What follows belongs to an exercise in optimizing a design on an open flow for small area, a short achievable clock period and few clock cycles; a production flow would make more cautious choices. Only simulation tests tie the RTL to the original design; equivalence was not proved. Power figures rest on the tool's default switching activity, not on a simulated workload.

`flow/flow/run.sh`:
```
#!/bin/bash
# The standard layout (standard.sh), with the ports buffered by the
# smallest buffer cell (sky130_fd_sc_hd__buf_1) instead of the default delay
# buffer; the resizer still upsizes any that timing or slew needs.
set -euo pipefail
bash standard.sh "BUFFER_PORTS_ARGS=-buffer_cell sky130_fd_sc_hd__buf_1" finish > standard_flow.log 2>&1
```
`flow/standard.sh`:
```
#!/bin/bash
# synth_recipe.tcl (not shown) runs the flow's synth.tcl, then flattens the netlist and writes it again
# the make line also repeats each setting of config.mk as NAME=value (left out here)
make -C /OpenROAD-flow-scripts/flow DESIGN_CONFIG=/design/flow/config.mk WORK_HOME=/design/flow/orfs CLKGATE_MAP_FILE= SYNTH_SCRIPT=/design/flow/synth_recipe.tcl "${@:-finish}"
```
`flow/config.mk`:
```
export PLATFORM = sky130hd
export DESIGN_NAME = sdseq
export DESIGN_NICKNAME = sdseq
export VERILOG_FILES = /design/flow/design.v
export SDC_FILE = /design/flow/constraint.sdc
export NUM_CORES = 4
export LEC_CHECK = 0
export ABC_AREA = 1
export CAP_MARGIN = 20
export CORE_MARGIN = 2
export CORE_UTILIZATION = 40
export SETUP_SLACK_MARGIN = 5
export SLEW_MARGIN = 20
```
`flow/constraint.sdc`:
```
create_clock -name core_clock -period 10.0 [get_ports {clk}]
set_input_delay 2.0000 -clock core_clock [delete_from_list [all_inputs] [get_ports {clk}]]
set_output_delay 2.0000 -clock core_clock [all_outputs]
set_load 0.01 [all_outputs]
```
`flow/design.v`:
```
module sdseq (
    input             clk,
    input             rst,           
    input             op_valid,
    output            op_ready,
    input      [7:0]  op_code,
    input      [63:0] op_arg,
    output reg        rsp_valid,
    output reg [3:0]  rsp_err,
    output     [63:0] rsp_data,
    output reg        cmd_valid,
    output     [24:0] cmd_word,
    input             eng_done,
    output     [14:0] sdcr1,
    output     [14:0] sdcr2,
    output     [27:0] sdtr1,
    output     [27:0] sdtr2,
    output     [24:5] sdcmr,
    output     [13:1] sdrtr,
    output reg        busy,            
    output reg        clk_gate,
    output reg        handle_valid,
    output reg        handle_bank,
    output reg [2:0]  phase1,
    output reg [2:0]  phase2,
    output reg [1:0]  delay_ok,
    output reg        refresh_programmed,
    output     [1:0]  ready
);
    localparam OP_MAKE_CONFIG   = 8'h10;
    localparam OP_CONFIGURE     = 8'h11;
    localparam OP_SEND_COMMAND  = 8'h20;
    localparam OP_SET_WP        = 8'h21;
    localparam OP_SET_NRFS      = 8'h22;
    localparam OP_SET_REFRESH   = 8'h23;
    localparam OP_WP            = 8'h24;
    localparam OP_BANK          = 8'h25;
    localparam OP_DELAY         = 8'h26;
    localparam OP_MEMORY_VIEW   = 8'h30;
    localparam E_OK     = 4'd0;
    localparam E_TZERO  = 4'd5;
    localparam E_RANGE  = 4'd6;
    localparam E_UNAVL  = 4'd7;
    localparam E_NOHND  = 4'd8;
    localparam E_ESZERO = 4'd9;
    localparam E_REFUSE = 4'd15;
    localparam PH_POWERUP   = 3'd0;
    localparam PH_CLKEN     = 3'd1;
    localparam PH_PRECHG    = 3'd2;
    localparam PH_REFRESHED = 3'd3;
    localparam PH_MODELOAD  = 3'd4;
    localparam PH_VIOLATED  = 3'd5;
    localparam M_CLKEN = 3'd1;
    localparam M_PALL  = 3'd2;
    localparam M_AREF  = 3'd3;
    localparam M_LMR   = 3'd4;
    reg [14:0] cr1, cr2;
    reg [27:0] tr1, tr2;
    reg [3:0]  cmr_nrfs;
    reg [15:0] cmr_mrd;
    reg [12:0] rtr_count;
    reg [4:0]  cmd_lo;           
    reg [31:0] rsp_lo;
    reg        rsp_view;         
    reg        div_run;          
    reg        div_setup;        
    reg [31:0] div_rem;          
    reg [32:0] div_den;          
    reg [3:0]  div_cnt;          
    assign op_ready = !busy && !div_run;
    wire   accept   = op_valid && op_ready;
    assign sdcr1 = cr1;
    assign sdcr2 = cr2;
    assign sdtr1 = tr1;
    assign sdtr2 = tr2;
    assign sdcmr = {cmr_mrd, cmr_nrfs};
    assign sdrtr = rtr_count;
    assign cmd_word = {cmr_mrd, cmr_nrfs, cmd_lo};
    assign rsp_data = {rsp_view, rsp_view & handle_bank, rsp_view & ~handle_bank,
                       rsp_view & handle_bank, 28'd0, rsp_lo};
    assign ready[0] = handle_valid && !handle_bank && phase1 == PH_MODELOAD && refresh_programmed;
    assign ready[1] = handle_valid &&  handle_bank && phase2 == PH_MODELOAD && refresh_programmed;
    wire [63:0] arg = op_arg;
    wire [4:0] t_mrd = arg[4:0];
    wire [4:0] t_xsr = arg[9:5];
    wire [4:0] t_ras = arg[14:10];
    wire [4:0] t_rc  = arg[19:15];
    wire [4:0] t_wr  = arg[24:20];
    wire [4:0] t_rp  = arg[29:25];
    wire [4:0] t_rcd = arg[34:30];
    wire [2:0] c_cas = arg[37:35];
    wire [3:0] c_col = arg[41:38];
    wire [3:0] c_row = arg[45:42];
    wire [1:0] c_div = arg[47:46];
    wire [1:0] c_pipe = arg[49:48];
    wire       c_wp  = arg[50];
    wire       c_rburst = arg[51];
    wire [1:0] c_dw  = arg[53:52];
    wire       c_ba  = arg[54];
    wire       c_bank = arg[55];
    wire [6:0] t_top = {t_rcd[4], t_rp[4], t_wr[4], t_rc[4], t_ras[4], t_xsr[4], t_mrd[4]};
    wire [6:0] t_nz  = {|t_rcd[3:0], |t_rp[3:0], |t_wr[3:0], |t_rc[3:0],
                        |t_ras[3:0], |t_xsr[3:0], |t_mrd[3:0]};
    wire cfg_zero = |(~t_top & ~t_nz);
    wire cfg_over = |(t_top & t_nz);
    wire cfg_ok   = !cfg_zero && !cfg_over &&
                    (c_cas != 3'd0) && (c_cas[2] == 1'b0) &&       
                    (c_col[3:2] == 2'b10) &&                       
                    ((c_row[3:2] == 2'b11 && !c_row[1]) ||
                     (c_row == 4'd11)) &&                           
                    c_div[1] &&                                     
                    (c_pipe != 2'd3) && (c_dw != 2'd3);
    wire [3:0] cfg_err = cfg_ok ? E_OK : cfg_zero ? E_TZERO : E_RANGE;
    wire [1:0] f_nc   = c_col[1:0];             
    wire [1:0] f_nr   = c_row[1:0] - 2'd3;      
    wire [3:0] f_tmrd = t_mrd[3:0] - 4'd1;
    wire [3:0] f_txsr = t_xsr[3:0] - 4'd1;
    wire [3:0] f_tras = t_ras[3:0] - 4'd1;
    wire [3:0] f_trc  = t_rc[3:0]  - 4'd1;
    wire [3:0] f_twr  = t_wr[3:0]  - 4'd1;
    wire [3:0] f_trp  = t_rp[3:0]  - 4'd1;
    wire [3:0] f_trcd = t_rcd[3:0] - 4'd1;
    wire [9:0] cr_bank   = {c_wp, c_cas[1:0], c_ba, c_dw, f_nr, f_nc};
    wire [4:0] cr_shared = {c_pipe, c_rburst, c_div};
    wire [2:0]  k_mode = arg[2:0];
    wire        k_ctb2 = arg[3];
    wire        k_ctb1 = arg[4];
    wire        k_valid = (k_mode >= M_CLKEN) && (k_mode <= M_LMR);
    function [2:0] next_phase;
        input [2:0] ph;
        input       dok;
        input [2:0] mode;
        begin
            next_phase = PH_VIOLATED;
            case (mode)
                M_CLKEN: if (ph == PH_POWERUP)          next_phase = PH_CLKEN;
                M_PALL:  if (ph == PH_CLKEN && dok)     next_phase = PH_PRECHG;
                M_AREF:  if (ph == PH_PRECHG)           next_phase = PH_REFRESHED;
                M_LMR:   if (ph == PH_REFRESHED)        next_phase = PH_MODELOAD;
                default: next_phase = PH_VIOLATED;
            endcase
        end
    endfunction
    wire [2:0] ph1_next = next_phase(phase1, delay_ok[0], k_mode);
    wire [2:0] ph2_next = next_phase(phase2, delay_ok[1], k_mode);
    function [4:0] msb_pos;
        input [31:0] v;
        reg   [15:0] v16;
        reg   [7:0]  v8;
        reg   [3:0]  v4;
        reg   [1:0]  v2;
        begin
            msb_pos[4] = |v[31:16];
            v16        = msb_pos[4] ? v[31:16] : v[15:0];
            msb_pos[3] = |v16[15:8];
            v8         = msb_pos[3] ? v16[15:8] : v16[7:0];
            msb_pos[2] = |v8[7:4];
            v4         = msb_pos[2] ? v8[7:4] : v8[3:0];
            msb_pos[1] = |v4[3:2];
            v2         = msb_pos[1] ? v4[3:2] : v4[1:0];
            msb_pos[0] = v2[1];
        end
    endfunction
    reg  [4:0]  msb_num;
    reg  [4:0]  msb_den;
    wire        quo_zero  = msb_den > msb_num;      
    wire [4:0]  align     = msb_num - msb_den;
    function [33:0] add34;
        input [33:0] a;
        input [33:0] b;
        input        cin;
        reg   [33:0] p, g, p0;
        integer l, j;
        begin
            p0 = a ^ b;
            p  = p0;
            g  = a & b;
            g[0] = g[0] | (p[0] & cin);
            for (l = 0; l < 6; l = l + 1)
                for (j = (2 << l) - 1; j < 34; j = j + (2 << l)) begin
                    g[j] = g[j] | (p[j] & g[j - (1 << l)]);
                    p[j] = p[j] & p[j - (1 << l)];
                end
            for (l = 4; l >= 0; l = l - 1)
                for (j = 3 * (1 << l) - 1; j < 34; j = j + (2 << l)) begin
                    g[j] = g[j] | (p[j] & g[j - (1 << l)]);
                    p[j] = p[j] & p[j - (1 << l)];
                end
            add34 = p0 ^ {g[32:0], cin};
        end
    endfunction
    wire [33:0] div_rn    = {2'b11, div_rem};
    wire [33:0] div_cd    = {1'b0, div_den};
    wire [33:0] div_ch    = {2'b0, div_den[32:1]};
    wire [33:0] div_da    = add34(div_rn, div_cd, 1'b0);                  
    wire [33:0] div_db    = add34(div_rn, div_ch, 1'b0);                  
    wire [33:0] div_cs    = div_rn ^ div_cd ^ div_ch;
    wire [33:0] div_cc    = (div_rn & div_cd) | (div_rn & div_ch) | (div_cd & div_ch);
    wire [33:0] div_dc    = add34(div_cs, {div_cc[32:0], 1'b0}, 1'b0);    
    wire        div_ge    = div_da[33];
    wire        div_ge2   = div_ge ? div_dc[33] : div_db[33];
    wire [31:0] div_r2    = div_ge ? (div_ge2 ? div_dc[31:0] : div_da[31:0])
                                   : (div_ge2 ? div_db[31:0] : div_rem);
    always @(posedge clk) begin
        if (rst) begin
            rsp_valid <= 1'b0;
            rsp_view  <= 1'b0;
            cmd_valid <= 1'b0;
            cr1       <= 15'h02D0;
            cr2       <= 15'h02D0;
            tr1       <= 28'hFFFFFFF;
            tr2       <= 28'hFFFFFFF;
            cmr_nrfs  <= 4'd0;
            cmr_mrd   <= 16'd0;
            rtr_count <= 13'd0;
            busy      <= 1'b0;
            clk_gate  <= 1'b0;
            handle_valid <= 1'b0;
            handle_bank  <= 1'b0;
            phase1    <= PH_POWERUP;
            phase2    <= PH_POWERUP;
            delay_ok  <= 2'b00;
            refresh_programmed <= 1'b0;
            div_run   <= 1'b0;
            div_setup <= 1'b0;
        end else begin
            rsp_valid <= 1'b0;
            cmd_valid <= 1'b0;
            if (op_ready) begin
                cmd_lo    <= arg[4:0];
                div_rem   <= ~arg[63:32];
                div_den   <= {1'b0, arg[31:0]};
                msb_num   <= msb_pos(arg[63:32]);
                msb_den   <= msb_pos(arg[31:0]);
            end
            if (accept) begin
                rsp_valid <= 1'b1;
                rsp_err   <= E_OK;
                rsp_lo    <= 32'd0;
                rsp_view  <= 1'b0;
                case (op_code)
                OP_MAKE_CONFIG: begin
                    rsp_err <= cfg_err;
                end
                OP_CONFIGURE: begin
                    if (handle_valid)
                        rsp_err <= E_UNAVL;
                    else if (cfg_err != E_OK)
                        rsp_err <= cfg_err;
                    else begin
                        clk_gate     <= 1'b1;
                        handle_valid <= 1'b1;
                        handle_bank  <= c_bank;
                        cr1[14:10]   <= cr_shared;
                        tr1[15:12]   <= f_trc;
                        tr1[23:20]   <= f_trp;
                        if (!c_bank) begin
                            cr1[9:0]   <= cr_bank;
                            tr1[3:0]   <= f_tmrd;
                            tr1[7:4]   <= f_txsr;
                            tr1[11:8]  <= f_tras;
                            tr1[19:16] <= f_twr;
                            tr1[27:24] <= f_trcd;
                        end else begin
                            cr2[9:0]   <= cr_bank;
                            tr2[3:0]   <= f_tmrd;
                            tr2[7:4]   <= f_txsr;
                            tr2[11:8]  <= f_tras;
                            tr2[19:16] <= f_twr;
                            tr2[27:24] <= f_trcd;
                        end
                    end
                end
                OP_SEND_COMMAND: begin
                    if (!handle_valid)
                        rsp_err <= E_NOHND;
                    else if (!k_valid)
                        rsp_err <= E_REFUSE;
                    else begin
                        rsp_valid <= 1'b0;
                        cmr_nrfs  <= arg[8:5];
                        cmr_mrd   <= arg[24:9];
                        cmd_valid <= 1'b1;
                        busy      <= 1'b1;
                        if (k_ctb1) begin
                            phase1 <= ph1_next;
                            if (k_mode == M_CLKEN && phase1 == PH_POWERUP)
                                delay_ok[0] <= 1'b0;
                        end
                        if (k_ctb2) begin
                            phase2 <= ph2_next;
                            if (k_mode == M_CLKEN && phase2 == PH_POWERUP)
                                delay_ok[1] <= 1'b0;
                        end
                    end
                end
                OP_SET_WP: begin
                    if (!handle_valid)
                        rsp_err <= E_NOHND;
                    else if (!handle_bank)
                        cr1[9] <= arg[0];
                    else
                        cr2[9] <= arg[0];
                end
                OP_SET_NRFS: begin
                    if (!handle_valid)
                        rsp_err <= E_NOHND;
                    else if (arg[7:0] > 8'd15)
                        rsp_err <= E_RANGE;
                    else
                        cmr_nrfs <= arg[3:0];
                end
                OP_SET_REFRESH: begin
                    if (!handle_valid)
                        rsp_err <= E_NOHND;
                    else if (arg[15:0] > 16'd8191)
                        rsp_err <= E_RANGE;
                    else begin
                        rtr_count <= arg[12:0];
                        refresh_programmed <= 1'b1;
                    end
                end
                OP_WP: begin
                    if (!handle_valid)
                        rsp_err <= E_NOHND;
                    else
                        rsp_lo <= {31'd0, handle_bank ? cr2[9] : cr1[9]};
                end
                OP_BANK: begin
                    if (!handle_valid)
                        rsp_err <= E_NOHND;
                    else
                        rsp_lo <= {31'd0, handle_bank};
                end
                OP_DELAY: begin
                    if (arg[31:0] != 32'd0) begin
                        if (phase1 == PH_CLKEN) delay_ok[0] <= 1'b1;
                        if (phase2 == PH_CLKEN) delay_ok[1] <= 1'b1;
                    end
                end
                OP_MEMORY_VIEW: begin
                    if (!handle_valid)
                        rsp_err <= E_NOHND;
                    else if (arg[31:0] == 32'd0)
                        rsp_err <= E_ESZERO;
                    else begin
                        rsp_valid <= 1'b0;
                        div_run   <= 1'b1;
                        div_setup <= 1'b1;
                    end
                end
                default: rsp_err <= E_REFUSE;
                endcase
            end
            if (busy && eng_done) begin
                busy      <= 1'b0;
                rsp_valid <= 1'b1;
                rsp_err   <= E_OK;
                rsp_lo    <= 32'd0;
                rsp_view  <= 1'b0;
            end
            if (div_run) begin
                if (div_setup) begin
                    div_setup <= 1'b0;
                    rsp_lo    <= 32'd0;
                    div_den   <= {div_den[31:0], 1'b0} << {align[4:1], 1'b0};
                    div_cnt   <= align[4:1];
                    if (quo_zero) begin
                        div_run   <= 1'b0;
                        rsp_valid <= 1'b1;
                        rsp_err   <= E_OK;
                        rsp_view  <= 1'b1;
                    end
                end else begin
                    div_den <= div_den >> 2;
                    div_cnt <= div_cnt - 4'd1;
                    div_rem <= div_r2;
                    rsp_lo  <= {rsp_lo[29:0], div_ge, div_ge2};
                    if (div_cnt == 4'd0) begin
                        div_run   <= 1'b0;
                        rsp_valid <= 1'b1;
                        rsp_err   <= E_OK;
                        rsp_view  <= 1'b1;
                    end
                end
            end
        end
    end
endmodule
```
==> results of run 1 <==
-- worst max-delay path: cells and delay by family (launching register included) --
kind / cells / cell delay (ns)
simple gates: 7 / 1.74
flops: 1 / 0.69
fa+ha+maj: 1 / 0.38
compound gates: 4 / 0.64
buf+inv: 2 / 0.92
-- synth_stat cells (all sizes together) (7+ instances only) --
master / instances / area share, %
a211oi: 39 / 1.6
a21o: 13 / 0.53
a21oi: 195 / 5.3
a31o: 7 / 0.33
a31oi: 11 / 0.37
buf: 103 / 3.7
clkbuf: 56 / 1.1
dfxtp: 124 / 13
edfxtp: 120 / 19
fa: 80 / 8.6
ha: 113 / 7.6
inv: 277 / 5.6
nand2: 451 / 9.3
nand3: 185 / 5.0
nand4: 19 / 0.67
nor2: 213 / 4.8
nor3: 24 / 0.67
o211ai: 19 / 0.77
o21ai: 180 / 4.9
o21bai: 9 / 0.36
o221ai: 25 / 1.2
xnor2: 27 / 1.3
xor2: 34 / 1.6
-- metal layers --
metal | wire length [um] | part of all wire [%]
met5 | 0 | 0
met4 | 2720 | 4.4
met3 | 5010 | 8.0
met2 | 28300 | 45
met1 | 26600 | 42
-- kinds of logic (layout without fill, tap and decap cells) --
group                    Yosys count  after routing
AO/OA/AOI/OAI                    525            525
other                              2             41
flip-flops                       244            244
XOR/XNOR                          61             61
AND/OR/NAND/NOR                  903            903
multiplexers                       2              2
buffers and inverters            438            610
adder cells (fa/ha/maj)          193            193
-- layout make-up --
class,instances,area (um^2)
repair buffers,281,1160
multi-input cells,1725,10700
well taps,600,751
flip-flops and latches,244,6090
fillers,4591,24900
clock inverters,11,80.1
inverters,279,1050
clock buffers,39,858
-- sequential cells by signal, summed over array words and instances, names as in the netlist, 3 cells and up --
| signal | cells |
|---|---|
| tr1 | 28 |
| div_rem | 32 |
| phase1 | 3 |
| cr1 | 15 |
| phase2 | 3 |
| cmr_mrd | 16 |
| rtr_count | 13 |
| msb_den | 5 |
| msb_num | 5 |
| rsp_lo | 32 |
| cmr_nrfs | 4 |
| cmd_lo | 5 |
| sdcr2 | 10 |
| tr2 | 20 |
| rsp_err | 4 |
| div_cnt | 4 |
| div_den | 33 |
-- stage by stage --
step           power [mW]  cells  util (%)
6_report             2.89   3179      45.4
5_1_grt              3.04   3179      45.4
4_1_cts              2.90   3177      45.3
3_5_place_dp         1.85   3127      43.2
3_3_place_gp         1.84   3127      43.2
2_1_floorplan        1.66   2407         -
-- where the power goes --
part | total [mW] | switching [mW] | internal (mW)
combinational | 0.729 | 0.469 | 0.259
sequential | 1.12 | 0.0438 | 1.07
clock | 1.05 | 0.443 | 0.603
total | 2.89 | 0.956 | 1.93
-- layout by cell type (no fill, tap or decap), types with 32 or more instances in the layout --
cell and n:
buf_1 263, edfxtp_1 120, a211oi_1 38, o21ai_0 165, xor2_1 33, clkbuf_16 32
fa_1 80, dfxtp_1 124, conb_1 41, nor2_1 192, a21oi_1 194, nand2_1 444
nand3_1 183, ha_1 113, inv_1 262
-- path summary, 6_finish.rpt --
kind | endpoint | slack (ns) | startpoint | cells past startpoint
max | div_rem[1] | 5.31 | div_den[11] | 14
min | cmr_mrd[2] | 0.46 | cmr_mrd[2] | 2
max reg2reg | div_rem[1] | 5.31 | div_den[11] | 14
min reg2reg | cmr_mrd[2] | 0.46 | cmr_mrd[2] | 2
==> impl_results.md, run 1 <==
* Status: timing/DRC/antenna clean
* NumNets Final at 2827
* Area growth, synth to finish at 11.5%
* Reg clk slew, reported paths at 0.06 ns
* Class of the tightest hold or removal check: reg2reg
* RSZ-0062 raised after global routing: no
* Count of synthesis-stage warnings from yosys at 1
* Number of top-level pins at 306
* Vias in the first global route at 15900
* GR Layer Usage met3 at 3.08%
* Netlist cell types at 60
* Number of levels in the clock H-tree at 1
* Number of antenna violations at the first check in global routing at 0
* Starting DRT DRC Count at 1883
* Dominant combinational cell family by area after synthesis: simple AND/OR/NAND/NOR gates
* Clock tree from TritonCTS: yes
* Synth async-reset ratio at 0%
* Estimated wirelength of the detail-placed design at 47300 um
* Final Worst Setup Slack at 5.31 ns
* Number of search-and-repair iterations in the first detailed-routing pass at 6
* Syn Area/Cell at 7.84 um^2
* Maximum fanout along the worst path at 34
* Largest net degree at the start of global routing at 84
* Pin slew with the least headroom to its limit at 1.00 ns
* Number of diodes at 0
* Sequential fraction of the synthesis area at 32.8%
* Bufs on Longest Clock Path at 3
* Parity-gate share of the synthesized area counting xor and xnor cells at 2.92%
* Tightest slew margin relative to the limit at 33.0%
* Achievable frequency at 213 MHz
* Via count at 17300
* Post-route design area at 20700 um^2
* Max Cap Violations at 0
* Sink count of the clock tree at 244
* Cell area power density at 140 nW/um^2
* Leakage power summed over all cells at 8.86 nW
* Number of pins exceeding their max-slew limit in the final report at 0
* Gates resized, CTS repair at 0
* Final-report hold violation count at 0
* Die width at 219 um
* Clock insertion delay at the later pin of the skew report at 0.57 ns
* Share of the clock period used by the worst path after layout at 46.9%
* Fraction of final layout cells with drive strength greater than 1 at 4.96%
* Post-synthesis sequential element count at 244
* Most frequently used flop master after synthesis: dfxtp_1
* Setup Crit Path Kind: reg2reg
* Setup Fix Bufs, Post-CTS at 0
* Cell type of the slowest stage on the worst timing path: nand2_2
* Input/output buffers at 264
* Drt total wl at 62600 um
* Total DRC errors in the routed layout at 0
* Critical Path AT at 5.00 ns
* Post-DR wirelength/cell at 19.7 um
* Rows at 78
* Placed Area at 19700 um^2
* Layer with the highest usage: met2
* Vias per inst at 5.44
* GR met1 Demand/Resource at 34.5%
* Share of synthesized area spent on multiplexers at 0.108%
* Core box area at 45600 um^2
* Simple-gate share of the synthesized area at 21.0%
* DIE AREA at 48200 um^2
* Worst EP required at 10.31 ns
* Root Buffer: clkbuf_16
* Endpoint kind of the worst setup timing path: flop
* Chip height at 219 um
* Total Routing Usage GR at 25.1%
* Total setup violations reported at the end of the flow at 0
* Final period demand of the worst path at 4.69 ns
* Critical path launch point type: flop
* EDFF count, synth at 120
* Antenna Violating Nets Remaining at 0
* Synthesized-area fraction occupied by ao, oa, aoi and oai cells at 16.4%
* Peak supply drop at 105 uV
* Final setup skew at 0.0161 ns
* Setup WS pre-CTS at 5.06 ns
* Placer's final routability congestion estimate at 0.943
* GRT met2 Usage at 39.7%
* List of cells traversed by the critical path: ha_1 -> a21oi_1 -> o21ai_0 -> a21oi_1 -> nand2_1 -> nand2_1 -> nand3_2 -> buf_4 -> inv_2 -> nand2_4 -> nand2_2 -> nand2_1 -> nand3_1 -> a21oi_1
* Total congestion overflow at 0
* Final Hold Slack at 0.459 ns
* Cts hold-fix bufs at 0
* First-pass GRT wire length at 93700 um
* Setup TNS at 0 ns
* Post-Synth Adder-Cell Area at 16.2%
* TritonCTS buffer count at 27
* Synthesized netlist cell count at 2368
* Effective utilization at floorplan at 40.8%
* CP max stage delay at 0.76 ns
* Post-Syn Area at 18600 um^2
Testbench counts, summed over its fixed seeds: cycles 14,549.
==> inputs of run 2 (changes only) <==
==> flow/flow/run.sh (replaced) <==
#!/bin/bash
set -euo pipefail
bash standard.sh "BUFFER_PORTS_ARGS=-buffer_cell sky130_fd_sc_hd__buf_1" SETUP_SLACK_MARGIN=6.5 finish > standard_flow.log 2>&1
--- a/flow/config.mk
+++ b/flow/config.mk
@@ -6,5 +6,4 @@
 export NUM_CORES = 4
 export LEC_CHECK = 0
-export ABC_AREA = 1
 export CAP_MARGIN = 20
 export CORE_MARGIN = 2
==> run 2 against run 1 <==
  * Still clean
  * Sequential cell count is the same
  * Cell count shrank 8.3%
  * Global-route usage grew 4.1 points
  * Sequential share of layout area shrank 4.4 points
  * Sequential power is essentially flat
  * Total power grew 20%
  * Design area grew 18%
  * Clock-buffer cell count grew 5
  * Clock skew shrank 0.0024 ns
==> impl_results.md, run 2 <==
* Clock tree from TritonCTS: yes
* Starting DRT DRC Count at 1511 (-20%)
* Total congestion overflow at 0 (unchanged)
* Area growth, synth to finish at 35.7%
* Top cells by count, synth: nand2_1, a21oi_1, dfxtp_1, edfxtp_1, nor2_1
* Synth async-reset ratio at 0% (unchanged)
* Bufs on Longest Clock Path at 3 (unchanged)
* Switching share of total power at 34.2% (+1.1 points)
* WP depth at 14 (unchanged)
* Cell with the most instances after synthesis: nand2_1
* Number of antenna violations at the first check in global routing at 2 (+2)
* Yosys top cell by area: edfxtp_1
* Number of levels in the clock H-tree at 1 (unchanged)
* Total setup violations reported at the end of the flow at 0 (unchanged)
* Clock insertion delay at the later pin of the skew report at 0.59 ns (+0.02 ns)
* Largest net degree at the start of global routing at 63 (-25%)
* List of cells traversed by the critical path: buf_12 -> inv_12 -> ha_4 -> nor3b_4 -> and3_4 -> and2_4 -> inv_8 -> buf_8 -> mux2_4 -> a31oi_2 -> o221ai_4 -> nand2b_4 -> nor2_1 -> or4_1
* Placer's final routability congestion estimate at 0.938 (-0.50%)
* Antenna Violating Nets Remaining at 0 (unchanged)
* Max Cap Violations at 0 (unchanged)
* Sink count of the clock tree at 244 (unchanged)
* Highest metal used: met5
* End of the critical path: msb_den[0]
* Worst reg-to-reg setup slack at 6.09 ns (+0.78 ns)
* DIE AREA at 46600 um^2 (-3.2%)
* Final Hold Slack at 0.465 ns (+0.00568 ns)
* Tightest slew margin relative to the limit at 30.2% (-2.8 points)
* Endpoint kind of the worst setup timing path: flop
* Vias in the first global route at 16500 (+3.7%)
* Root Buffer: clkbuf_16
* Drt total wl at 72600 um (+16%)
* TritonCTS buffer count at 29 (+7.4%)
* Worst r2r src: div_den[21]
* Via count at 17200 (-0.38%)
* Pin slew with the least headroom to its limit at 1.05 ns (+0.0437 ns)
* Routed length on met1 at 28200 um (+6.0%)
* Achievable frequency at 252 MHz (+18%)
* Post-Syn Area at 18000 um^2 (-3.2%)
* Met3 WL at 6400 um (+28%)
* CP delay by family, top: simple AND/OR/NAND/NOR gates
* First-pass GRT wire length at 104000 um (+11%)
* Most frequently used flop master after synthesis: dfxtp_1
* Setup TNS at 0 ns (unchanged)
* Largest registers: div_den: 33 flops, div_rem: 32 flops, rsp_lo: 32 flops
* Cells taking the most area after synthesis: edfxtp_1, dfxtp_1, fa_1, ha_1, mux2i_1
* Top register by number of flip-flops: div_den
* Number of top-level pins at 306 (unchanged)
* RSZ-0062 raised after global routing: yes
* Commonest non-fill, non-tap cell in the layout: buf_1
* Setup Crit Path Kind: in2reg
* Core box area at 44300 um^2 (-2.8%)
* Reg clk slew, reported paths at 0.06 ns (about the same)
* Synthesized netlist cell count at 1912 (-19%)
* Maximum fanout along the worst path at 7 (-79%)
* Worst EP required at 10.33 ns (+0.02 ns)
* Number of cells traversed by the worst register-to-register path at 16 (+2)
* EDFF count, synth at 120 (unchanged)
* Number of pins exceeding their max-slew limit in the final report at 0 (unchanged)
* Peak supply drop at 148 uV (+41%)
* Status: timing/DRC/antenna clean
* Post-DR wirelength/cell at 24.9 um (+27%)
* Switching pwr at 1.19 mW (+24%)
* Syn Area/Cell at 9.40 um^2 (+20%)
* Terminus of the critical flop-to-flop path: div_rem[24]
* Netlist cell types at 69 (+15%)
* Count of synthesis-stage warnings from yosys at 1 (unchanged)
* Class of the tightest hold or removal check: reg2reg
* Total DRC errors in the routed layout at 0 (unchanged)
* Final setup skew at 0.0137 ns (-0.00241 ns)
* Estimated wirelength of the detail-placed design at 46700 um (-1.3%)
* CP max stage delay at 0.50 ns (-0.26 ns)
* Start point of the critical path: op_arg[21]
* Rows at 77 (-1.3%)
* Post-synthesis sequential element count at 244 (unchanged)
* Chip height at 216 um (-1.6%)
* Total Routing Usage GR at 29.2% (+4.1 points)
* Critical Path AT at 4.29 ns (-0.71 ns)
* Met2 wire len at 33700 um (+19%)
* Buffer and inverter count on the worst path at 4 (+2)
* Relative contribution of the clock network to total power at 33.1% (-3.1 points)
* Leakage power summed over all cells at 9.90 nW (+12%)
* Input/output buffers at 264 (unchanged)
* Filler Cells Inserted at 3916 (-15%)
* Fraction of final layout cells with drive strength greater than 1 at 25.0% (+20 points)
* Cell area power density at 142 nW/um^2 (+1.9%)
* Sequential fraction of the synthesis area at 33.9% (+1.1 points)
* Commonest non-fill, non-tap cells in the layout: buf_1, buf_4, nand2_1, a21oi_1, edfxtp_1
* Effective utilization at floorplan at 40.6% (-0.19 points)
* Final-report hold violation count at 0 (unchanged)
* Relative contribution of combinational cells to total power at 34.8% (+9.6 points)
* Share of the clock period used by the worst path after layout at 39.7% (-7.2 points)
* Final period demand of the worst path at 3.97 ns (-0.721 ns)
* Proportion of power drawn by flip-flops and latches at 32.1% (-6.5 points)
* Internal cell power at 2.28 mW (+18%)
* NumNets Final at 2566 (-9.2%)
* Vias per inst at 5.92 (+8.7%)
* Critical path launch point type: primary input
* Number of flip-flops in the largest register at 33 (unchanged)
* Number of search-and-repair iterations in the first detailed-routing pass at 7 (+1)
* Cell type of the slowest stage on the worst timing path: or4_1
* Die width at 216 um (-1.6%)
* Top-area cell type share of the netlist area at 20.0% (+0.65 points)
## run 2: layout make-up
| cell class | instances | area, um^2 | area share, % |
|---|---|---|---|
| multi-input combinational | 1463 | 12600 | 51.5 |
| timing repair buffer | 474 | 3560 | 14.6 |
| clock inverter | 10 | 128 | 0.523 |
| clock buffer | 44 | 906 | 3.72 |
| antenna | 2 | 5.00 | 0.0205 |
| inverter | 85 | 389 | 1.60 |
| tap | 592 | 741 | 3.04 |
| sequential | 244 | 6100 | 25.0 |
## run 2: repair_timing
action / CTS / global route
cloned: 15 / 11
pin swaps: 94 / 104
setup endpoints to repair: 189 / 203
hold buffers: 0 / 0
buffers inserted: 128 / 31
gates resized for setup: 247 / 203
## run 2: worst min path at each step
| stage | from | end | slack, ns | cells past startpoint |
|---|---|---|---|---|
| 6_report | cr1[11] | cr1[11] | 0.46 | 2 |
| 5_1_grt | cr1[11] | cr1[11] | 0.48 | 2 |
| 4_1_cts | cr1[11] | cr1[11] | 0.46 | 2 |
| 3_5_place_dp | cr1[11] | cr1[11] | 0.45 | 2 |
| 3_3_place_gp | cr1[11] | cr1[11] | 0.46 | 2 |
| 2_1_floorplan | sdcr2[0] | sdcr2[0] | 0.48 | 2 |
## run 2: metal layers
layer / track usage [%] / vias up
met4: 14.6 / 2
met5: 0 / -
met3: 5.95 / 230
li1: - / 7677
met1: 37.3 / 8351
met2: 46.9 / 979
## run 2: cells by family (layout without fill, tap and decap cells)
| kind of cell | count (synthesis) | count (layout) | synth area share (%) |
|---|---|---|---|
| buf+inv | 247 | 613 | 6.60 |
| mux | 120 | 120 | 6.79 |
| fa+ha+maj | 193 | 193 | 16.8 |
| xor+xnor | 65 | 65 | 3.17 |
| flops | 244 | 244 | 33.9 |
| compound gates | 523 | 523 | 19.1 |
| other cells | 2 | 43 | 0.0418 |
| simple gates | 518 | 521 | 13.7 |
## run 2: power groups by stage
stage	Sequential [mW]	Clock, mW	Combinational (mW)
3_3_place_gp	1.15	0	0.871
2_1_floorplan	1.13	0	0.651
6_report	1.11	1.15	1.21
3_5_place_dp	1.15	0	0.887
4_1_cts	1.11	1.16	1.08
5_1_grt	1.12	1.20	1.30
## run 2: through the flow
step	std cells	utilization [%]	power, mW	cell area (um^2)	setup WS (ns)
after floorplan	1951	-	1.79	18600	5.72
after global placement	2672	44.2	2.02	19600	4.62
after detailed placement	2672	44.3	2.04	19600	4.48
after CTS	2869	52.1	3.35	23100	6.01
after global routing	2912	55.0	3.61	24400	5.94
final	2914	55.0	3.47	24400	6.03
## run 2: worst register-to-register path, cell delays in order (launching register included)
cell and delay, ns:
edfxtp_1 0.36, buf_4 0.21, fa_1 0.48, ha_1 0.37
a21o_1 0.21, a21o_1 0.18, a21oi_2 0.19, nor2_1 0.11
a211oi_4 0.31, a211oi_4 0.13, buf_12 0.15, a21boi_4 0.22
buf_12 0.17, buf_6 0.11, buf_16 0.14, mux2i_2 0.22
a21oi_1 0.08
==> inputs of run 3 (changes only) <==
--- a/flow/config.mk
+++ b/flow/config.mk
@@ -6,4 +6,5 @@
 export NUM_CORES = 4
 export LEC_CHECK = 0
+export ABC_AREA = 1
 export CAP_MARGIN = 20
 export CORE_MARGIN = 2
==> run 3 against run 2 <==
  * Highest routed layer is now met4
  * Die area is 3.3% higher
  * Worst setup slack better by 0.43 ns
  * Still clean
  * Non-clock buffer count fell by 33
  * Hold slack got worse by 0.011 ns
  * Global-route usage shrank 2.0 points
  * Synthesized cell count increased by 24%
  * Routed wire length is 2.4% lower
  * Register-to-register slack better by 0.39 ns
  * Sequential cell count unchanged
  * Total power shrank 9.8%
  * First-iteration DRC count up 26%
  * Critical path type unchanged
==> impl_results.md, run 3 <==
* Status: timing/DRC/antenna clean
* Number of levels in the clock H-tree at 1 (unchanged)
* Peak supply drop at 112 uV (-24%)
* Maximum fanout along the worst path at 7 (unchanged)
* Core box area at 45600 um^2 (+2.8%)
* CP max stage delay at 0.22 ns (-0.28 ns)
* Total DRC errors in the routed layout at 0 (unchanged)
* First-pass GRT wire length at 100000 um (-3.3%)
* Top register by number of flip-flops: div_den
* Synthesized netlist cell count at 2368 (+24%)
* Vias per inst at 5.57 (-5.8%)
* Clock insertion delay at the later pin of the skew report at 0.59 ns (about the same)
* Final-report hold violation count at 0 (unchanged)
* Largest registers: div_den: 33 flops, div_rem: 32 flops, rsp_lo: 32 flops
* Number of antenna violations at the first check in global routing at 1 (-1)
* Worst EP required at 10.51 ns (+0.18 ns)
* Total setup violations reported at the end of the flow at 0 (unchanged)
* Root Buffer: clkbuf_16
* Commonest non-fill, non-tap cells in the layout: nand2_1, inv_1, buf_1, nor2_1, a21oi_1
* Sequential fraction of the synthesis area at 32.8% (-1.1 points)
* Most frequently used flop master after synthesis: dfxtp_1
* DIE AREA at 48200 um^2 (+3.3%)
* Endpoint kind of the worst setup timing path: flop
* List of cells traversed by the critical path: buf_2 -> clkinvlp_4 -> nand3_1 -> o21ai_1 -> nor2_1 -> nand2_2 -> buf_4 -> nor3_4 -> nand2_2 -> nor2_4 -> buf_6 -> nand2_8 -> clkbuf_16 -> o21ai_1
* Final setup skew at 0.0261 ns (+0.0124 ns)
* Share of the clock period used by the worst path after layout at 35.4% (-4.3 points)
* Area growth, synth to finish at 27.9%
* Count of synthesis-stage warnings from yosys at 1 (unchanged)
* Pin slew with the least headroom to its limit at 1.00 ns (-0.0452 ns)
* Sink count of the clock tree at 244 (unchanged)
* Starting DRT DRC Count at 1905 (+26%)
* Setup TNS at 0 ns (unchanged)
* Clock tree from TritonCTS: yes
* Cells taking the most area after synthesis: edfxtp_1, dfxtp_1, nand2_1, fa_1, ha_1
* GR met1 Demand/Resource at 37.1% (-0.16 points)
* Post-Syn Area at 18600 um^2 (+3.3%)
* Post-synthesis sequential element count at 244 (unchanged)
* Max Cap Violations at 0 (unchanged)
* Commonest non-fill, non-tap cell in the layout: nand2_1
* Leakage power summed over all cells at 10.1 nW (+1.9%)
* Cell area power density at 132 nW/um^2 (-7.5%)
* Total congestion overflow at 0 (unchanged)
* Number of cells traversed by the worst register-to-register path at 16 (unchanged)
* Critical Path AT at 4.05 ns (-0.24 ns)
* Final Worst Setup Slack at 6.46 ns (+0.432 ns)
* CP delay by family, top: buffers and inverters
* Layer with the highest usage: met2
* Bufs on Longest Clock Path at 3 (unchanged)
* Netlist cell types at 60 (-13%)
* Syn Area/Cell at 7.84 um^2 (-17%)
* Setup WS pre-CTS at 5.17 ns (+0.693 ns)
* Drt total wl at 70900 um (-2.4%)
* Placer's final routability congestion estimate at 0.908 (-3.2%)
* Reg clk slew, reported paths at 0.06 ns (about the same)
* WP depth at 14 (unchanged)
* GRT met2 Usage at 43.3% (-3.7 points)
* Fraction of final layout cells with drive strength greater than 1 at 21.5% (-3.5 points)
* Top cells by count, synth: nand2_1, inv_1, a21oi_1, nor2_1, nand3_1
* Total Routing Usage GR at 27.1% (-2.0 points)
* Number of flip-flops in the largest register at 33 (unchanged)
* Estimated wirelength of the detail-placed design at 48000 um (+2.9%)
* Vias in the first global route at 16800 (+1.7%)
* Largest net degree at the start of global routing at 84 (+33%)
* Number of instances on the worst hold path at 2 (unchanged)
* NumNets Final at 3007 (+17%)
* TritonCTS buffer count at 28 (-3.4%)
* Die width at 219 um (+1.6%)
* Input/output buffers at 264 (unchanged)
* Number of top-level pins at 306 (unchanged)
* Rows at 78 (+1.3%)
* Cell type of the slowest stage on the worst timing path: clkinvlp_4
* GR Layer Usage met3 at 3.46% (-2.5 points)
* Layout Utilization at 52.1% (-2.9 points)
* Number of pins exceeding their max-slew limit in the final report at 0 (unchanged)
* Synth async-reset ratio at 0% (unchanged)
* Final period demand of the worst path at 3.54 ns (-0.432 ns)
* Buffer and inverter count on the worst path at 5 (+1)
* Cell with the most instances after synthesis: nand2_1
* Yosys top cell by area: edfxtp_1
* Top-area cell type share of the netlist area at 19.4% (-0.65 points)
* Effective utilization at floorplan at 40.8% (+0.19 points)
* Post-DR wirelength/cell at 21.1 um (-15%)
* Antenna Violating Nets Remaining at 0 (unchanged)
* Critical path launch point type: primary input
* RSZ-0062 raised after global routing: yes
* Achievable frequency at 283 MHz (+12%)
* EDFF count, synth at 120 (unchanged)
* Setup Crit Path Kind: in2reg
* Tightest slew margin relative to the limit at 33.2% (+3.0 points)
* Class of the tightest hold or removal check: reg2reg
* Chip height at 219 um (+1.6%)
* Via count at 18700 (+8.6%)
* Number of search-and-repair iterations in the first detailed-routing pass at 5 (-2)
==> run 3: changes by cell type after synthesis, moves of 28 or more <==
cell      delta
a21o_1      -35
a21oi_1     +37
and2_1      -42
clkbuf_1    -28
inv_1      +180
mux2i_1    -112
nand2_1    +254
nand3_1    +154
nor2_1      +73
o211ai_1    -67
o21ai_0    +101
==> run 3: layer usage <==
metal / part of all wire [%] / up-vias / wire (um)
met4: 4.6 / 0 / 3270
met5: 0 / - / 0
met2: 46 / 931 / 32800
met3: 8.3 / 177 / 5870
met1: 41 / 8960 / 28900
li1: - / 8662 / -
==> run 3: area by class of cell <==
| class | count | area, um^2 |
|---|---|---|
| flip-flops and latches | 244 | 6100 |
| fillers | 4329 | 21800 |
| clock buffers | 36 | 782 |
| repair buffers | 441 | 2740 |
| well taps | 600 | 751 |
| inverters | 279 | 1160 |
| multi-input cells | 1736 | 12000 |
| diodes | 1 | 2.50 |
| clock inverters | 16 | 151 |
| repair inverters | 8 | 68.8 |
==> run 3: power breakdown <==
group / switching, mW / total [mW] / internal [mW]
combinational: 0.581 / 0.961 / 0.380
clock: 0.459 / 1.06 / 0.606
sequential: 0.0322 / 1.10 / 1.07
total: 1.07 / 3.13 / 2.06
==> run 3: repair_timing <==
action,in CTS,in global routing
cloned,10,14
hold endpoints to repair,0,0
pin swaps,47,91
hold buffers,0,0
resized for setup,138,263
setup endpoints to repair,172,168
buffers inserted,90,67
==> run 3: worst paths after layout <==
path                                 start           to  slack (ns)
worst min register to register     tr1[18]      tr1[18]        0.45
worst min-delay path               tr1[18]      tr1[18]        0.45
worst max-delay path             op_arg[8]       tr2[5]        6.46
worst max register to register  div_den[7]  div_rem[23]        6.48
==> run 3: cells by family (layout without fill, tap and decap cells) <==
| group | count (synthesis) | in the layout | share of synthesized area (%) |
|---|---|---|---|
| AO/OA/AOI/OAI | 525 | 525 | 16.4 |
| XOR/XNOR | 61 | 61 | 2.92 |
| adder cells (fa/ha/maj) | 193 | 193 | 16.2 |
| buffers and inverters | 438 | 780 | 10.5 |
| flip-flops | 244 | 244 | 32.8 |
| multiplexers | 2 | 2 | 0.108 |
| other | 2 | 42 | 0.0404 |
| AND/OR/NAND/NOR | 903 | 914 | 21.0 |
==> run 3: metrics by stage <==
step	instances	cell area (um^2)	hold WS, ns	power (mW)
floorplan	2407	18900	0.480	1.66
global placement	3125	19800	0.438	1.85
detailed placement	3125	19800	0.441	1.86
CTS	3277	22100	0.457	3.00
global route	3361	23800	0.486	3.27
finish	3361	23800	0.454	3.13
==> run 3: worst min-delay path: stages (launching register included) <==
cell     delay (ns)
dfxtp_1        0.32
nand2_1        0.05
nand3_1        0.05
==> inputs of run 4 (changes only) <==
==> flow/flow/run.sh (replaced) <==
#!/bin/bash
set -euo pipefail
bash standard.sh "BUFFER_PORTS_ARGS=-buffer_cell sky130_fd_sc_hd__buf_1" SETUP_SLACK_MARGIN=5.5 finish > standard_flow.log 2>&1
--- a/flow/config.mk
+++ b/flow/config.mk
@@ -6,5 +6,4 @@
 export NUM_CORES = 4
 export LEC_CHECK = 0
-export ABC_AREA = 1
 export CAP_MARGIN = 20
 export CORE_MARGIN = 2
==> run 4 against run 3 <==
  * Synthesized cell count decreased by 19%
  * Clock-buffer cell count increased by 2
  * Total power increased by 0.22%
  * Cell count decreased by 18%
  * Largest cell class unchanged
  * Critical path depth decreased by 1
  * Sequential share of layout area increased by 3.7 points
  * First-iteration DRC count decreased by 37%
==> impl_results.md, run 4 <==
* Starting DRT DRC Count at 1191 (-37%)
* Sink count of the clock tree at 244 (unchanged)
* Syn Area/Cell at 9.40 um^2 (+20%)
* Synthesized netlist cell count at 1912 (-19%)
* Cts hold-fix bufs at 0 (unchanged)
* Cell type of the slowest stage on the worst timing path: or4_1
* Sequential fraction of the synthesis area at 33.9% (+1.1 points)
* EDFF count, synth at 120 (unchanged)
* Post-DR wirelength/cell at 22.6 um (+7.3%)
* Core box area at 44300 um^2 (-2.8%)
* Largest net degree at the start of global routing at 63 (-25%)
* Dpl cells at 2675 (-14%)
* Critical path launch point type: primary input
* Post-Syn Area at 18000 um^2 (-3.2%)
* Commonest non-fill, non-tap cell in the layout: buf_1
* Max Cap Violations at 0 (unchanged)
* Beginning of the worst hold path: clk_gate
* Number of top-level pins at 306 (unchanged)
* Die width at 216 um (-1.6%)
* Antenna Violating Nets Remaining at 0 (unchanged)
* Total DRC errors in the routed layout at 0 (unchanged)
* Rows at 77 (-1.3%)
* Number of cells traversed by the worst register-to-register path at 14 (-2)
* Achievable frequency at 229 MHz (-19%)
* Peak supply drop at 108 uV (-3.9%)
* Maximum fanout along the worst path at 13 (+6)
* Setup WS pre-CTS at 4.37 ns (-0.796 ns)
* TritonCTS buffer count at 28 (unchanged)
* Placer's final routability congestion estimate at 0.969 (+6.8%)
* Chip height at 216 um (-1.6%)
* Total congestion overflow at 0 (unchanged)
* Top-area cell type share of the netlist area at 20.0% (+0.65 points)
* Post-route design area at 20700 um^2 (-13%)
* Share of the clock period used by the worst path after layout at 43.7% (+8.4 points)
* Top cells by count, synth: nand2_1, a21oi_1, dfxtp_1, edfxtp_1, nor2_1
* Class of the tightest hold or removal check: reg2reg
* Endpoint kind of the worst setup timing path: flop
* Clock tree from TritonCTS: yes
* Top register by number of flip-flops: div_den
* Drt total wl at 62700 um (-12%)
* Count of synthesis-stage warnings from yosys at 1 (unchanged)
* Worst r2r src: div_rem[0]
* List of cells traversed by the critical path: buf_1 -> inv_2 -> ha_1 -> nor4b_2 -> and3_4 -> and2_4 -> inv_2 -> mux2_2 -> nand2_1 -> nor2_1 -> a211oi_1 -> nor3_1 -> or4_1
* Status: timing/DRC/antenna clean
* Cell area power density at 151 nW/um^2 (+15%)
* Total Routing Usage GR at 26.1% (-1.1 points)
* Root Buffer: clkbuf_16
* Setup Crit Path Kind: in2reg
* First-pass GRT wire length at 94800 um (-5.5%)
* Vias per inst at 5.78 (+3.7%)
* Commonest non-fill, non-tap cells in the layout: buf_1, nand2_1, a21oi_1, dfxtp_1, edfxtp_1
* Cell with the most instances after synthesis: nand2_1
* Reg clk slew, reported paths at 0.06 ns (about the same)
* Largest registers: div_den: 33 flops, div_rem: 32 flops, rsp_lo: 32 flops
* Cells taking the most area after synthesis: edfxtp_1, dfxtp_1, fa_1, ha_1, mux2i_1
* Final period demand of the worst path at 4.37 ns (+0.837 ns)
* Critical Path AT at 4.72 ns (+0.67 ns)
* NumNets Final at 2422 (-19%)
* DIE AREA at 46600 um^2 (-3.2%)
* Fraction of final layout cells with drive strength greater than 1 at 8.09% (-13 points)
* Worst reg-to-reg setup slack at 5.70 ns (-0.78 ns)
* RSZ-0062 raised after global routing: no
* CP max stage delay at 0.46 ns (+0.24 ns)
* Number of search-and-repair iterations in the first detailed-routing pass at 7 (+2)
* Final Worst Setup Slack at 5.63 ns (-0.837 ns)
* Vias in the first global route at 15600 (-7.0%)
* Number of antenna violations at the first check in global routing at 1 (unchanged)
* Total design power at 3.14 mW (+0.22%)
* Netlist cell types at 69 (+15%)
* Number of levels in the clock H-tree at 1 (unchanged)
* Final-report hold violation count at 0 (unchanged)
* Post-synthesis sequential element count at 244 (unchanged)
* Effective utilization at floorplan at 40.6% (-0.19 points)
* Post-Layout Cell Count at 2768 (-18%)
* Most frequently used flop master after synthesis: dfxtp_1
* Placed Area at 19300 um^2 (-2.6%)
* Leakage power summed over all cells at 8.52 nW (-15%)
* Number of pins exceeding their max-slew limit in the final report at 0 (unchanged)
* Input/output buffers at 264 (unchanged)
* Estimated wirelength of the detail-placed design at 46700 um (-2.7%)
* Critical Path Most Common Cell: inv_2
* Synth async-reset ratio at 0% (unchanged)
* Endpoint, Worst Hold: clk_gate
* Terminus of the critical flop-to-flop path: div_rem[12]
* Pin slew with the least headroom to its limit at 1.00 ns (-0.000601 ns)
* Clock insertion delay at the later pin of the skew report at 0.61 ns (+0.02 ns)
* Final setup skew at 0.0556 ns (+0.0295 ns)
* Area growth, synth to finish at 15.4%
* Worst EP required at 10.34 ns (-0.17 ns)
* Bufs on Longest Clock Path at 3 (unchanged)
* Number of flip-flops in the largest register at 33 (unchanged)
* Via count at 16000 (-15%)
* Setup TNS at 0 ns (unchanged)
* Total setup violations reported at the end of the flow at 0 (unchanged)
* Yosys top cell by area: edfxtp_1
* Tightest slew margin relative to the limit at 32.7% (-0.47 points)
* Number of instances on the worst hold path at 2 (unchanged)
run 4: cell count changes after synthesis, sizes merged, moves of 35 or more:
cell / before / now
nand2: 451 / 191
inv: 277 / 85
nand3: 185 / 29
o21ai: 180 / 65
mux2i: 2 / 114
nor2: 213 / 120
o211ai: 19 / 86
and2: 0 / 42
a21oi: 195 / 158
a21o: 13 / 48
run 4: stage by stage:
stage	hold slack, ns	util (%)
after floorplan	0.470	-
after global placement	0.434	43.6
after detailed placement	0.447	43.6
after CTS	0.458	46.0
after global routing	0.483	46.8
final	0.450	46.8
run 4: worst max path at each step:
stage / cells after the start / slack (ns) / end / from
after floorplan: 3 / 5.52 / div_den[0] / rst
after global placement: 13 / 4.60 / sdcr2[1] / op_arg[0]
after detailed placement: 13 / 4.37 / sdcr2[8] / op_arg[0]
after CTS: 12 / 5.48 / sdcr2[9] / op_arg[0]
after global routing: 13 / 5.47 / msb_den[0] / op_arg[31]
final: 13 / 5.63 / msb_den[0] / op_arg[31]
run 4: where the power goes:
group	switching, mW	total (mW)	internal (mW)
Sequential	0.0469	1.12	1.08
Combinational	0.555	0.920	0.365
Clock	0.467	1.09	0.627
Total	1.07	3.14	2.07
run 4: cell type report:
type	instances	area [um^2]
Tap cell	592	741
Clock buffer	38	778
Sequential cell	244	6090
Fill cell	4338	23600
Antenna cell	1	2.50
Clock inverter	14	181
Multi-Input combinational cell	1460	11000
Timing Repair Buffer	334	1600
Inverter	85	320
run 4: cell families after synthesis:
family                     Yosys count  synth area share (%)
and+or+nand+nor                    518                  13.7
xor gates and xnor gates            65                  3.17
AOI/OAI and AO/OA                  523                  19.1
DFF                                244                  33.9
other                                2                0.0418
buffers and inverters              247                  6.60
muxes                              120                  6.79
adders and majority gates          193                  16.8
run 4: routing by layer:
metal / GRT usage [%] / share of wire (%) / vias to the layer above
met2: 43.9 / 48 / 669
li1: - / - / 7342
met5: 0 / 0.021 / -
met4: 11.1 / 4.7 / 2
met1: 33.3 / 41 / 7826
met3: 3.97 / 6.7 / 158
run 4: timing repair:
item                       4_1_cts  5_1_grt
pin swaps                        0        3
setup buffers                    7       31
resized for setup               17       20
setup endpoints to repair      116      109
run 4: worst max-delay path: cells and delay by family:
kind	cells	cell delay (ns)
adders and majority gates	1	0.21
AOI/OAI and AO/OA	1	0.26
muxes	1	0.37
and+or+nand+nor	7	1.33
buffers and inverters	3	0.53
==> inputs of run 5 (changes only) <==
==> flow/flow/run.sh (replaced) <==
#!/bin/bash
set -euo pipefail
bash standard.sh "BUFFER_PORTS_ARGS=-buffer_cell sky130_fd_sc_hd__buf_1" SETUP_SLACK_MARGIN=5.75 finish > standard_flow.log 2>&1
==> run 5 against run 4 <==
  * Still clean
  * Sequential share of layout area decreased by 0.74 points
  * Worst setup slack improved by 0.16 ns
  * Clock-buffer cell count is 7 higher
  * Register-to-register slack gained 0.09 ns
  * Largest cell class unchanged
==> impl_results.md, run 5 <==
* Status: timing/DRC/antenna clean
* Die width at 216 um (unchanged)
* Cell area power density at 149 nW/um^2 (-1.4%)
* Bufs on Longest Clock Path at 3 (unchanged)
* Final setup skew at 0.0152 ns (-0.0404 ns)
* Placer's final routability congestion estimate at 0.945 (-2.5%)
* Dpl cells at 2673 (-0.075%)
* Post-Layout Cell Count at 2798 (+1.1%)
* Vias in the first global route at 15600 (-0.19%)
* EDFF count, synth at 120 (unchanged)
* Synth async-reset ratio at 0% (unchanged)
* Setup Crit Path Kind: reg2reg
* Most frequently used flop master after synthesis: dfxtp_1
* Reg clk slew, reported paths at 0.07 ns (about the same)
* CP max stage delay at 0.52 ns (+0.06 ns)
* Antenna Violating Nets Remaining at 0 (unchanged)
* Final period demand of the worst path at 4.21 ns (-0.165 ns)
* Clock tree from TritonCTS: yes
* Class of the tightest hold or removal check: reg2reg
* Top register by number of flip-flops: div_den
* Top cells by count, synth: nand2_1, a21oi_1, dfxtp_1, edfxtp_1, nor2_1
* List of cells traversed by the critical path: buf_6 -> fa_1 -> ha_4 -> a21o_1 -> a21o_1 -> a21oi_1 -> and2_4 -> inv_2 -> a21oi_4 -> buf_4 -> nand2_1 -> a21o_1 -> a21o_1 -> fa_1 -> xor2_1 -> mux2i_1 -> a221oi_1
* Peak supply drop at 93.8 uV (-13%)
* Largest net degree at the start of global routing at 67 (+6.3%)
* Total DRC errors in the routed layout at 0 (unchanged)
* Cts hold-fix bufs at 0 (unchanged)
* Input/output buffers at 264 (unchanged)
* Chip height at 216 um (unchanged)
* Relative contribution of combinational cells to total power at 30.1% (+0.8 points)
* Estimated wirelength of the detail-placed design at 46900 um (+0.34%)
* Sink count of the clock tree at 244 (unchanged)
* Max Cap Violations at 0 (unchanged)
* Placed Area at 19400 um^2 (+0.24%)
* Top-area cell type share of the netlist area at 20.0% (unchanged)
* TritonCTS buffer count at 29 (+3.6%)
* Syn Area/Cell at 9.40 um^2 (unchanged)
* Number of search-and-repair iterations in the first detailed-routing pass at 6 (-1)
* CP delay by family, top: compound AO/OA/AOI/OAI gates
* Largest registers: div_den: 33 flops, div_rem: 32 flops, rsp_lo: 32 flops
* Fraction of final layout cells with drive strength greater than 1 at 11.1% (+3.0 points)
* Via count at 16300 (+1.7%)
* Netlist cell types at 69 (unchanged)
* Cell type of the slowest stage on the worst timing path: edfxtp_1
* Total setup violations reported at the end of the flow at 0 (unchanged)
* Achievable frequency at 238 MHz (+3.9%)
* Clock insertion delay at the later pin of the skew report at 0.58 ns (-0.03 ns)
* Total design power at 3.17 mW (+1.1%)
* Post-Syn Area at 18000 um^2 (unchanged)
* Number of levels in the clock H-tree at 1 (unchanged)
* Post-synthesis sequential element count at 244 (unchanged)
* Setup WS pre-CTS at 3.89 ns (-0.489 ns)
* Starting DRT DRC Count at 1435 (+20%)
* Leakage power summed over all cells at 8.74 nW (+2.5%)
* Yosys top cell by area: edfxtp_1
* Proportion of power drawn by flip-flops and latches at 35.4% (-0.4 points)
* Maximum fanout along the worst path at 3 (-10)
* DIE AREA at 46600 um^2 (unchanged)
* Core box area at 44300 um^2 (unchanged)
* Met3 WL at 5150 um (+23%)
* Number of antenna violations at the first check in global routing at 1 (unchanged)
* First-pass GRT wire length at 96100 um (+1.4%)
* Sequential fraction of the synthesis area at 33.9% (unchanged)
* NumNets Final at 2453 (+1.3%)
* Cells taking the most area after synthesis: edfxtp_1, dfxtp_1, fa_1, ha_1, mux2i_1
* Post-route design area at 21300 um^2 (+2.6%)
* Total Routing Usage GR at 26.4% (+0.37 points)
* Number of top-level pins at 306 (unchanged)
* Critical path launch point type: flop
* Share of the clock period used by the worst path after layout at 42.1% (-1.6 points)
* Final Worst Setup Slack at 5.79 ns (+0.165 ns)
* Post-DR wirelength/cell at 23.1 um (+2.1%)
* Count of synthesis-stage warnings from yosys at 1 (unchanged)
* Number of diodes at 0 (-1)
* Relative contribution of the clock network to total power at 34.5% (-0.4 points)
* Number of pins exceeding their max-slew limit in the final report at 0 (unchanged)
* Number of flip-flops in the largest register at 33 (unchanged)
* Final-report hold violation count at 0 (unchanged)
* Total congestion overflow at 0 (unchanged)
* Tightest slew margin relative to the limit at 31.0% (-1.7 points)
* Cell with the most instances after synthesis: nand2_1
* Worst EP required at 10.41 ns (+0.07 ns)
* Buffer and inverter count on the worst path at 3 (unchanged)
* Routed length on met1 at 26700 um (+4.6%)
* Area growth, synth to finish at 18.3%
* Critical Path Most Common Cell: a21o_1
* Drt total wl at 64700 um (+3.2%)
* Endpoint kind of the worst setup timing path: flop
* Synthesized netlist cell count at 1912 (unchanged)
* RSZ-0062 raised after global routing: yes
* Effective utilization at floorplan at 40.6% (unchanged)
* Setup TNS at 0 ns (unchanged)
* Met2 wire len at 30700 um (+2.1%)
* Root Buffer: clkbuf_16
* Highest metal used: met5
* Internal cell power at 2.10 mW (+1.5%)
* Switching share of total power at 33.8% (-0.24 points)
* Pin slew with the least headroom to its limit at 1.03 ns (+0.0311 ns)
* Vias per inst at 5.82 (+0.62%)
* Switching pwr at 1.07 mW (+0.39%)
* Rows at 77 (unchanged)
* Commonest non-fill, non-tap cell in the layout: buf_1
* Critical Path AT at 4.61 ns (-0.11 ns)
* Commonest non-fill, non-tap cells in the layout: buf_1, nand2_1, a21oi_1, dfxtp_1, edfxtp_1
-- run 5: cell counts after synthesis --
Identical to the previous run, type by type.
-- run 5: stage by stage --
step	utilization, %	hold WS (ns)
after floorplan	-	0.470
after detailed placement	43.7	0.443
final	48.0	0.452
after global placement	43.7	0.448
after CTS	46.8	0.454
after global routing	48.0	0.484
-- run 5: cells by family (layout without fill, tap and decap cells) --
| group | after synthesis | count (layout) | share of synthesized area, % |
|---|---|---|---|
| AND/OR/NAND/NOR | 518 | 519 | 13.7 |
| other | 2 | 41 | 0.0418 |
| buffers and inverters | 247 | 500 | 6.60 |
| adder cells (fa/ha/maj) | 193 | 193 | 16.8 |
| XOR/XNOR | 65 | 65 | 3.17 |
| multiplexers | 120 | 120 | 6.79 |
| flip-flops | 244 | 244 | 33.9 |
| AO/OA/AOI/OAI | 523 | 524 | 19.1 |
-- run 5: worst paths after layout --
check / slack, ns / from / endpoint / depth (start not counted)
worst max register to register: 5.79 / div_den[10] / div_rem[31] / 17
worst min-delay path: 0.45 / clk_gate / clk_gate / 2
worst min register to register: 0.45 / clk_gate / clk_gate / 2
worst max-delay path: 5.79 / div_den[10] / div_rem[31] / 17
-- run 5: layout make-up --
cell class | instances | area [um^2]
Clock inverter | 8 | 63.8
Tap cell | 592 | 741
Inverter | 85 | 348
Timing Repair Buffer | 362 | 1830
Fill cell | 4349 | 23000
Sequential cell | 244 | 6090
Multi-Input combinational cell | 1462 | 11300
Clock buffer | 45 | 921
-- run 5: power by group through the flow --
stage	sequential [mW]	combinational, mW	clock (mW)
floorplan	1.13	0.635	0
global placement	1.15	0.850	0
detailed placement	1.15	0.866	0
CTS	1.13	0.900	1.11
global route	1.13	1.04	1.15
finish	1.12	0.953	1.09
-- run 5: what timing repair did --
action | 4_1_cts | 5_1_grt
endpoints found under the hold margin | 0 | 0
pin swaps | 6 | 17
resized for setup | 29 | 55
gates cloned | 1 | 4
setup buffers | 34 | 33
setup endpoints to repair | 140 | 145
-- run 5: metal layers --
layer	track usage, %	vias up
met5	0	-
met4	8.01	2
met3	4.51	126
met2	43.5	762
met1	35.6	7975
li1	-	7406
-- run 5: worst register-to-register path, stage by stage, from the launching register on --
cell and delay, ns:
edfxtp_1 0.52, buf_6 0.19, fa_1 0.52, ha_4 0.22, a21o_1 0.19, a21o_1 0.17
a21oi_1 0.14, and2_4 0.19, inv_2 0.07, a21oi_4 0.26, buf_4 0.16, nand2_1 0.09
a21o_1 0.20, a21o_1 0.19, fa_1 0.42, xor2_1 0.16, mux2i_1 0.09, a221oi_1 0.25
==> inputs of run 6 (changes only) <==
--- a/flow/config.mk
+++ b/flow/config.mk
@@ -6,4 +6,5 @@
 export NUM_CORES = 4
 export LEC_CHECK = 0
+export ABC_AREA = 1
 export CAP_MARGIN = 20
 export CORE_MARGIN = 2
==> run 6 against run 5 <==
  * Still clean on timing, DRC and antenna
  * Utilization is 2.0 points lower
  * Global-route usage is 0.73 points lower
  * Non-clock buffer count shrank 62
  * Sequential cell count unchanged
  * Design area fell by 1.4%
  * Critical endpoint is now sdcr2[7]
  * Largest cell class unchanged
==> impl_results.md, run 6 <==
* Core box area at 45600 um^2 (+2.8%)
* Syn Area/Cell at 7.84 um^2 (-17%)
* Maximum fanout along the worst path at 19 (+16)
* Rows at 78 (+1.3%)
* Clock insertion delay at the later pin of the skew report at 0.58 ns (about the same)
* Multi-input logic area at 10800 um^2 (-4.5%)
* CP max stage delay at 0.35 ns (-0.17 ns)
* Final-report hold violation count at 0 (unchanged)
* TritonCTS buffer count at 29 (unchanged)
* Worst reg-to-reg setup slack at 5.99 ns (+0.20 ns)
* Final Hold Slack at 0.460 ns (+0.00782 ns)
* Number of search-and-repair iterations in the first detailed-routing pass at 7 (+1)
* Area growth, synth to finish at 12.9%
* Max Cap Violations at 0 (unchanged)
* Commonest non-fill, non-tap cell in the layout: nand2_1
* Area occupied by registers at 6090 um^2 (about the same)
* Critical Path Most Common Cell: nand2_1
* Terminus of the critical flop-to-flop path: div_rem[31]
* Setup WS pre-CTS at 5.09 ns (+1.21 ns)
* Placed Area at 19700 um^2 (+1.8%)
* Start point of the critical path: op_arg[1]
* Placer's final routability congestion estimate at 0.913 (-3.4%)
* Synthesized netlist cell count at 2368 (+24%)
* Clock tree from TritonCTS: yes
* Pin slew with the least headroom to its limit at 1.01 ns (-0.0227 ns)
* Total DRC errors in the routed layout at 0 (unchanged)
* Critical path launch point type: primary input
* Largest net degree at the start of global routing at 84 (+25%)
* Cell type of the slowest stage on the worst timing path: ha_1
* Total design power at 2.97 mW (-6.3%)
* Vias per inst at 5.47 (-6.0%)
* Die width at 219 um (+1.6%)
* Final setup skew at 0.0135 ns (-0.00172 ns)
* Worst r2r src: div_den[10]
* Tightest slew margin relative to the limit at 32.6% (+1.6 points)
* Estimated wirelength of the detail-placed design at 47700 um (+1.7%)
* Number of flip-flops in the largest register at 33 (unchanged)
* Number of levels in the clock H-tree at 1 (unchanged)
* NumNets Final at 2848 (+16%)
* Bufs on Longest Clock Path at 3 (unchanged)
* Share of the clock period used by the worst path after layout at 40.5% (-1.6 points)
* DIE AREA at 48200 um^2 (+3.3%)
* Cell area power density at 142 nW/um^2 (-5.0%)
* Fraction of final layout cells with drive strength greater than 1 at 6.03% (-5.0 points)
* Post-route design area at 21000 um^2 (-1.4%)
* Via count at 17500 (+7.6%)
* Worst EP required at 10.50 ns (+0.09 ns)
* Vias in the first global route at 16300 (+4.6%)
* Number of cells traversed by the worst register-to-register path at 17 (unchanged)
* Top-area cell type share of the netlist area at 19.4% (-0.65 points)
* Reg clk slew, reported paths at 0.06 ns (about the same)
* Sink count of the clock tree at 244 (unchanged)
* Top register by number of flip-flops: div_den
* Number of pins exceeding their max-slew limit in the final report at 0 (unchanged)
* Total setup violations reported at the end of the flow at 0 (unchanged)
* Setup TNS at 0 ns (unchanged)
* Top cells by count, synth: nand2_1, inv_1, a21oi_1, nor2_1, nand3_1
* Cts hold-fix bufs at 0 (unchanged)
* Synth async-reset ratio at 0% (unchanged)
* Final Worst Setup Slack at 5.95 ns (+0.161 ns)
* Status: timing/DRC/antenna clean
* Antenna Violating Nets Remaining at 0 (unchanged)
* Largest registers: div_den: 33 flops, div_rem: 32 flops, rsp_lo: 32 flops
* Count of synthesis-stage warnings from yosys at 1 (unchanged)
* Post-Syn Area at 18600 um^2 (+3.3%)
* Critical Path AT at 4.55 ns (-0.06 ns)
* Number of antenna violations at the first check in global routing at 0 (-1)
* Sequential fraction of the synthesis area at 32.8% (-1.1 points)
* Effective utilization at floorplan at 40.8% (+0.19 points)
* Cell with the most instances after synthesis: nand2_1
* Input/output buffers at 264 (unchanged)
* Netlist cell types at 60 (-13%)
* Total Routing Usage GR at 25.7% (-0.73 points)
* Setup Crit Path Kind: in2reg
* Chip height at 219 um (+1.6%)
* Cells taking the most area after synthesis: edfxtp_1, dfxtp_1, nand2_1, fa_1, ha_1
* Yosys top cell by area: edfxtp_1
* Root Buffer: clkbuf_16
* Number of top-level pins at 306 (unchanged)
* Commonest non-fill, non-tap cells in the layout: nand2_1, buf_1, inv_1, a21oi_1, nor2_1
* Dpl cells at 3128 (+17%)
* End of the critical path: sdcr2[7]
* EDFF count, synth at 120 (unchanged)
* Leakage power summed over all cells at 8.97 nW (+2.7%)
* Post-DR wirelength/cell at 19.8 um (-14%)
* Endpoint kind of the worst setup timing path: flop
* Achievable frequency at 247 MHz (+4.0%)
* Most frequently used flop master after synthesis: dfxtp_1
* Starting DRT DRC Count at 1552 (+8.2%)
* Post-Layout Cell Count at 3203 (+14%)
* Total congestion overflow at 0 (unchanged)
* List of cells traversed by the critical path: buf_1 -> inv_2 -> ha_1 -> nand2_1 -> nor2_1 -> o21ai_0 -> nor2_1 -> nand3_1 -> nor3_1 -> nand2_1 -> nor2_4 -> nand2_2 -> clkinv_4 -> nand2_1 -> nand3_1
* Class of the tightest hold or removal check: reg2reg
* RSZ-0062 raised after global routing: no
* Peak supply drop at 114 uV (+22%)
* Layout Utilization at 46.0% (-2.0 points)
* Filler Cells Inserted at 4536 (+4.3%)
* Post-synthesis sequential element count at 244 (unchanged)
* Final period demand of the worst path at 4.05 ns (-0.161 ns)
* Drt total wl at 63500 um (-1.8%)
* First-pass GRT wire length at 95900 um (-0.24%)
[run 6: changes by cell type in the layout (fill, tap and decap cells not counted), moves of 76 or more]
cell	before	now
mux2i_1	114	2
inv_1	77	259
nor2_1	116	192
nand2_1	190	442
o21ai_0	62	165
nand3_1	28	183
[run 6: logic make-up after synthesis]
family | Yosys count | synth area share, %
muxes | 2 | 0.108
xor gates and xnor gates | 61 | 2.92
DFF | 244 | 32.8
and+or+nand+nor | 903 | 21.0
other | 2 | 0.0404
buffers and inverters | 438 | 10.5
adders and majority gates | 193 | 16.2
AOI/OAI and AO/OA | 525 | 16.4
[run 6: final cells by class]
type / count / share of cell area [%]
diodes: 1 / 0.0119
clock buffers: 36 / 3.83
clock inverters: 18 / 0.931
inverters: 279 / 5.05
multi-input cells: 1725 / 51.4
flip-flops and latches: 244 / 29.0
well taps: 600 / 3.58
repair buffers: 300 / 6.21
[run 6: per-layer routing]
metal	up-vias	track usage, %	share of wire, %
met3	105	3.17	7.2
met5	-	0	0
met4	0	7.91	3.1
met2	722	43.0	47
met1	8373	34.7	42
li1	8313	-	-
[run 6: worst min path at each step]
stage,startpoint,endpoint,slack (ns),cells past startpoint
finish,cmr_mrd[10],cmr_mrd[10],0.46,2
global route,cmr_mrd[7],cmr_mrd[7],0.48,2
CTS,tr2[19],tr2[19],0.46,2
detailed placement,tr2[19],tr2[19],0.45,2
global placement,cmr_mrd[7],cmr_mrd[7],0.45,2
floorplan,cmr_mrd[0],cmr_mrd[0],0.48,2
[run 6: power breakdown]
group	switching, mW	total [mW]	internal [mW]
Combinational	0.475	0.739	0.264
Clock	0.463	1.12	0.653
Sequential	0.0415	1.11	1.07
[run 6: worst max-delay path: cells and delay by family]
kind | cells | cell delay (ns)
buf+inv | 3 | 0.63
compound gates | 1 | 0.11
simple gates | 10 | 1.43
fa+ha+maj | 1 | 0.35
[run 6: timing repair]
action / 4_1_cts / 5_1_grt
gates resized for setup: 3 / 11
pin swaps: 0 / 1
setup buffers: 0 / 18
setup endpoints to repair: 46 / 127
